What follows belongs to an exercise in optimizing a design on an open flow for small area, a short achievable clock period and few clock cycles per item; a production flow would make more cautious choices.
Where RTL was checked, it was by simulation tests only, not by an equivalence proof against the original.
Power is estimated from default activity; no workload was simulated.

Design meshcode_enc, start of the top module:
module meshcode_enc (
    input  wire         clk,
    input  wire         rst,
    input  wire         in_valid,
    output wire         in_ready,
    input  wire [63:0]  in_lat,
    input  wire [63:0]  in_long,
    input  wire [2:0]   in_level,
    output wire         out_valid,
    input  wire         out_ready,
    output wire [2:0]   out_err,
    output wire [63:0]  out_place,
    output wire [3:0]   out_len,
    output wire [103:0] out_mesh
);
For scale: ~4000 cells after synthesis, about 460 flip-flops, about 310 I/O pins, roughly 0.041 sq mm of cells after synthesis.
export LEC_CHECK = 0
export CAP_MARGIN = 20
export CORE_MARGIN = 2
export CORE_UTILIZATION = 55
export PLACE_DENSITY = 0.65
export SLEW_MARGIN = 20
create_clock -name core_clock -period 20.0 [get_ports {clk}]
standard.sh (not shown) runs the stock make flow with config.mk's settings and CLKGATE_MAP_FILE= SYNTH_SCRIPT=/design/flow/synth_recipe.tcl, a recipe that flattens the netlist after the stock synthesis.
==> flow/flow/run.sh <==
#!/bin/bash
set -euo pipefail
bash standard.sh \
  "BUFFER_PORTS_ARGS=-buffer_cell sky130_fd_sc_hd__buf_1" \
  "SETUP_SLACK_MARGIN=14.7" \
  "TNS_END_PERCENT=30" \
  "CTS_ARGS=-sink_clustering_enable -repair_clock_nets -dont_use_dummy_load -sink_clustering_size 30 -sink_clustering_max_diameter 80" \
  finish > flow_make.log 2>&1
The starting point finished with timing, DRC and antenna clean.
Testbench counts at the start, summed over its fixed seeds: cycles 24,024, items 24,000.
Edit:
--- a/flow/flow/run.sh
+++ b/flow/flow/run.sh
@@ -5,3 +5,2 @@
   "SETUP_SLACK_MARGIN=14.7" \
-  "TNS_END_PERCENT=30" \
   "CTS_ARGS=-sink_clustering_enable -repair_clock_nets -dont_use_dummy_load -sink_clustering_size 30 -sink_clustering_max_diameter 80" \
Result:
- via count rose by 0.32%
- combinational power barely changes
- critical path depth is unchanged
- final area hardly moves
- die area stays the same

---

Another version of the RTL of meshcode_enc (not shown whole).
Size: roughly 4600 cells after synthesis, about 460 flip-flops, about 310 I/O pins, ~44000 µm² of cells after synthesis.
export LEC_CHECK = 0
export CAP_MARGIN = 20
export CORE_MARGIN = 2
export CORE_UTILIZATION = 65
export GPL_TIMING_DRIVEN = 1
export PLACE_DENSITY = 0.75
export SLEW_MARGIN = 20
create_clock -name core_clock -period 20.0 [get_ports {clk}]
run.sh (not shown) runs the stock make flow with config.mk's settings and CLKGATE_MAP_FILE= SYNTH_SCRIPT=/design/flow/synth_recipe.tcl, a recipe that flattens the netlist after the stock synthesis.
Stock flow here: none of the scripts above is used.
Then changed:
CORE_UTILIZATION = 30   (was 65)
GPL_TIMING_DRIVEN = default   (was 1)
PLACE_DENSITY = 0.5   (was 0.75)
Result: Worst hold slack is about the same; design area went up by 3.3%; worst setup slack loses 78 ps; global-route usage shrinks by 15 points; cell count increases by 19%; die area climbs by 110%; clock power grows by about 10%; clock-buffer cell count went up by 13; register-to-register slack is worse by 80 ps; clock skew falls by 3.3 ps; via count goes down by 2.3%.
Function was not checked in any run of this note: the RTL went through the layout flow alone.

---

Setup of run 1:
meshcode_enc, a different RTL version from the one above (not shown whole).
For scale: about 460 flip-flops, about 42000 um^2 of cells after synthesis.
export LEC_CHECK = 0
export CAP_MARGIN = 20
export CORE_MARGIN = 2
export CORE_UTILIZATION = 30
export CTS_CLUSTER_DIAMETER = 80
export CTS_CLUSTER_SIZE = 30
export PLACE_DENSITY = 0.5
export SLEW_MARGIN = 20
create_clock -name core_clock -period 20.0 [get_ports {clk}]
standard.sh (not shown) runs the stock make flow with config.mk's settings and CLKGATE_MAP_FILE= SYNTH_SCRIPT=/design/flow/synth_recipe.tcl, a recipe that flattens the netlist after the stock synthesis.
==> flow/flow/run.sh <==
#!/bin/bash
set -euo pipefail
bash standard.sh \
  "BUFFER_PORTS_ARGS=-buffer_cell sky130_fd_sc_hd__buf_1" \
  "SETUP_SLACK_MARGIN=15" \
  finish > flow_make.log 2>&1
In summary, run 1 completed successfully, with a layout that passed the timing, DRC and antenna checks.
Testbench counts of run 1, summed over its fixed seeds: cycles 24,024, items 24,000.
The inputs of run 2 differ from those of run 1 as listed below.
==> flow/flow/run.sh <==
#!/bin/bash
set -euo pipefail
bash standard.sh \
  "BUFFER_PORTS_ARGS=-buffer_cell sky130_fd_sc_hd__buf_1" \
  "SETUP_SLACK_MARGIN=14.5" \
  finish > flow_make.log 2>&1
[summary]
Changes observed in run 2 relative to run 1: wire length saw a decrease, overall power saw a decrease, final period utilization saw an increase, portion of the post-synthesis area used by sequential elements saw little to no change.
Looking at end point of the critical path, the out_mesh[36] result is from run 1; the out_mesh[5] one comes from run 2.
Diff run 1..run 2 | floorplan die area | unchanged
Setup changes, run 2 to run 3
- removing CTS_CLUSTER_SIZE (formerly 30)
- changing CORE_UTILIZATION from 30 to 55
- changing PLACE_DENSITY from 0.5 to 0.65
- removing CTS_CLUSTER_DIAMETER (formerly 80)
==> flow/flow/run.sh <==
#!/bin/bash
set -euo pipefail
bash standard.sh \
  "BUFFER_PORTS_ARGS=-buffer_cell sky130_fd_sc_hd__buf_1" \
  "SETUP_SLACK_MARGIN=14.7" \
  finish > flow_make.log 2>&1
--- outcome ---
Comparing run 3 and run 2, met1 usage in global routing is higher on run 3. The lower die boundary width of run 3 and run 2 is in run 3. Part of the cycle the worst path needs delta for run 3 relative to run 2: 0.37 points lower. Comparing run 3 and run 2, the higher actual slew at the worst max-slew pin is on run 2. Maximum clock skew at final layout delta (run 3 − run 2): favourable. Final wirelength: higher on run 2.

---

== juniper ==
Starting RTL as in the previous note.
Settings: LEC_CHECK=0, CAP_MARGIN=20, CORE_MARGIN=2, CORE_UTILIZATION=30, PLACE_DENSITY=0.5, SLEW_MARGIN=20; clock period 20.0 ns.
==> flow/flow/run.sh <==
#!/bin/bash
set -euo pipefail
bash standard.sh \
  "BUFFER_PORTS_ARGS=-buffer_cell sky130_fd_sc_hd__buf_1" \
  "SETUP_SLACK_MARGIN=14.7" \
  finish > flow_make.log 2>&1
Testbench counts of juniper, summed over its fixed seeds: cycles 24,024, items 24,000.
Changes in umber relative to juniper:
Settings: swapping 30 for 55 in CORE_UTILIZATION; swapping 0.5 for 0.65 in PLACE_DENSITY.
-- flow/flow/run.sh --
<<< juniper, line 6
>>> umber, line 6
  "CTS_ARGS=-sink_clustering_enable -repair_clock_nets -dont_use_dummy_load -sink_clustering_size 30 -sink_clustering_max_diameter 80" \
### Flow results
On part of the power in combinational logic: umber sits above juniper. Taking juniper as the reference, in umber compound-gate portion of the synthesized area saw little to no change, design area saw a decrease, critical-path maximum fanout saw an increase. Worst path setup slack after routing delta (umber − juniper): unfavourable. Wire length the detailed router placed on met1 for umber: about 20% down relative to juniper.
diff inputs: umber => delta
Settings: CORE_UTILIZATION: 55 -> 30; PLACE_DENSITY: 0.65 -> 0.5.
### Flow results
Of the two candidates, umber has the worse violation count after the first detailed-route iteration and delta the better one. delta vs umber — power climbed by a few percent. The run showing the smaller number of nets in the final layout is umber. The maximum number of pins on one net before global-route repair in delta is 1.08 times that in umber. When delta is measured against umber, its share of the clock period used by the worst path turns out 0.37 points lower. On share of post-route cells with drive strength above 1: delta sits above umber. Global-route usage was lower in delta than in umber. | number of filler instances in the final layout | delta vs umber | 7767 higher |. In the metrics for umber and delta, the one carrying the lower arrival time at the worst endpoint is delta.
Changes in harbor relative to delta:
Settings: CTS_CLUSTER_DIAMETER now 80, previously not set; CTS_CLUSTER_SIZE now 30, previously not set; PLACE_DENSITY now 0.65, was 0.5; CORE_UTILIZATION now 55, was 30.
-- flow/flow/run.sh --
<<< delta, line 6
  "CTS_ARGS=-sink_clustering_enable -repair_clock_nets -dont_use_dummy_load -sink_clustering_size 30 -sink_clustering_max_diameter 80" \
>>> harbor, line 6
==> comparison <==
Final cell area: harbor below delta
Lower number of search-and-repair iterations in the first detailed-routing pass was reported by delta, not harbor.
A worst setup path endpoint of out_mesh[12] is what harbor shows, while out_mesh[5] belongs to delta.
delta → harbor: count of clock-buffer cells in the layout decreased by 13% relative to the old numbers, number of flip-flops and latches neither gained nor lost much, power per cell area +about 2%, post-cts resize count saw a decrease, setup-violating endpoint count in the final report essentially unchanged.
### harbor -> quartz
Settings: a change of CORE_UTILIZATION from 55 to 30; a change of PLACE_DENSITY from 0.65 to 0.5.
-- flow/flow/run.sh --
<<< harbor, line 5
  "SETUP_SLACK_MARGIN=14.7" \
>>> quartz, line 5
  "SETUP_SLACK_MARGIN=14.8" \
## What came out
Core utilization delta for quartz relative to harbor: 26 points lower
When the final numbers for harbor and quartz were put side by side, the multi-input gate share of total cell area turned out to be greater in harbor.
Against harbor, quartz reports a initial antenna violation count that is lower.
Input-level comparison between yarrow and quartz:
Settings: CTS_CLUSTER_SIZE: 30 -> unset; CTS_CLUSTER_DIAMETER: 80 -> unset.
==> flow/run.sh (new file) <==
#!/bin/bash
# synth_recipe.tcl (not shown) runs the flow's synth.tcl, then flattens the netlist and writes it again
# the make line also repeats each setting of config.mk as NAME=value (left out here)
make -C /OpenROAD-flow-scripts/flow DESIGN_CONFIG=/design/flow/config.mk WORK_HOME=/design/flow/orfs CLKGATE_MAP_FILE= SYNTH_SCRIPT=/design/flow/synth_recipe.tcl finish
removed: flow/flow/run.sh
removed: flow/standard.sh
When yarrow is set beside quartz, its number of optimization iterations in the first detailed-route pass turns out to be 3 larger. Measured against each other, yarrow and quartz differ in internal cell power, the higher figure coming from yarrow. yarrow: cell depth of the worst setup path 14 above quartz. Relative to quartz, total power increased by 3.5% in yarrow. Re fraction of power consumed by the clock network: yarrow and quartz aren't equal, and the lower value belongs to quartz. Comparing yarrow and quartz, cell area after layout is higher on yarrow. After detailed routing, quartz needs more wire than yarrow. yarrow ended with more core utilization than quartz.

---

== the baseline ==
meshcode_enc, a different RTL version from the one above (not shown whole).
For scale: roughly 4,100 cells after synthesis, about 460 flip-flops, about 310 I/O pins.
clock: 20.0 ns
lec_check: 0
cap_margin: 20
core_margin: 2
core_utilization: 30
place_density: 0.5
slew_margin: 20
==> flow/flow/run.sh <==
#!/bin/bash
set -euo pipefail
bash standard.sh \
  "BUFFER_PORTS_ARGS=-buffer_cell sky130_fd_sc_hd__buf_1" \
  "SETUP_SLACK_MARGIN=14.7" \
  "CTS_ARGS=-sink_clustering_enable -repair_clock_nets -dont_use_dummy_load -sink_clustering_size 30 -sink_clustering_max_diameter 80" \
  finish > flow_make.log 2>&1
Per the final summary, the baseline finished and its layout is clean on timing, DRC and antenna.
Testbench counts of the baseline, summed over its fixed seeds: cycles 24,024, items 24,000.
Here is what was changed in the inputs of the candidate compared with the baseline.
diff --git a/flow/config.mk b/flow/config.mk
--- a/flow/config.mk
+++ b/flow/config.mk
@@ -9,4 +9,4 @@
 export CORE_MARGIN = 2
-export CORE_UTILIZATION = 30
-export PLACE_DENSITY = 0.5
+export CORE_UTILIZATION = 55
+export PLACE_DENSITY = 0.65
 export SLEW_MARGIN = 20
[summary]
The candidate gives less combinational power than the baseline did. The candidate reports its launching instance or port of the critical path as ro[49] while the baseline reports ro[20]. Measured against the candidate, the overall die height of the baseline comes out at 1.3 times the reference value. Wire length: the candidate < the baseline.

## static timing again, ports no longer ideal
In the flow no input, the clock included, has a driving cell. The finished layouts below were timed again as built, in two steps.
Step 1 (the two cells are an assumption about what drives the block):
set clk [get_ports {clk}]
set_driving_cell -lib_cell sky130_fd_sc_hd__clkbuf_16 $clk
set_driving_cell -lib_cell sky130_fd_sc_hd__buf_2 [delete_from_list [all_inputs] $clk]
Step 2 adds t to the input delays and takes it off the output delays; t is the mean of the earliest and latest rising clock arrival at the registers after step 1. Input paths then give back, and output paths get back, about the clock's delay inside the block.
Three values: ideal ports, drivers, drivers and shift; two values: the first two.
run	shift t [ns]	setup slack, ns	worst data-port slew with drivers (ns)
the first run of note 1	0.678	14.675 / 14.609 / 14.197	0.12
the second run of note 1	0.676	14.674 / 14.609 / 14.188	0.12
the first run of note 2	0.686	13.287 / 13.287 / 13.287	0.15
the second run of note 2	0.725	13.208 / 13.208 / 13.208	0.12
run 1	0.689	14.718 / 14.643 / 14.515	0.08
run 2	0.709	14.614 / 14.539 / 14.182	0.13
run 3	0.681	14.688 / 14.621 / 14.226	0.15
juniper	0.736	14.686 / 14.615 / 14.164	0.13
umber	0.682	14.665 / 14.597 / 14.240	0.16
delta	0.653	14.740 / 14.670 / 14.341	0.13
harbor	0.699	14.651 / 14.581 / 14.248	0.16
quartz	0.684	14.715 / 14.646 / 14.376	0.13
yarrow	0.742	14.143 / 14.143 / 13.731	0.14
the baseline	0.678	14.673 / 14.603 / 14.335	0.11
the candidate	0.657	14.687 / 14.619 / 14.373	0.11
After both steps setup and hold are still met in every run listed. The setup slack of juniper, which loses most, moves by -0.071 ns with the drivers and by -0.522 ns with both steps.
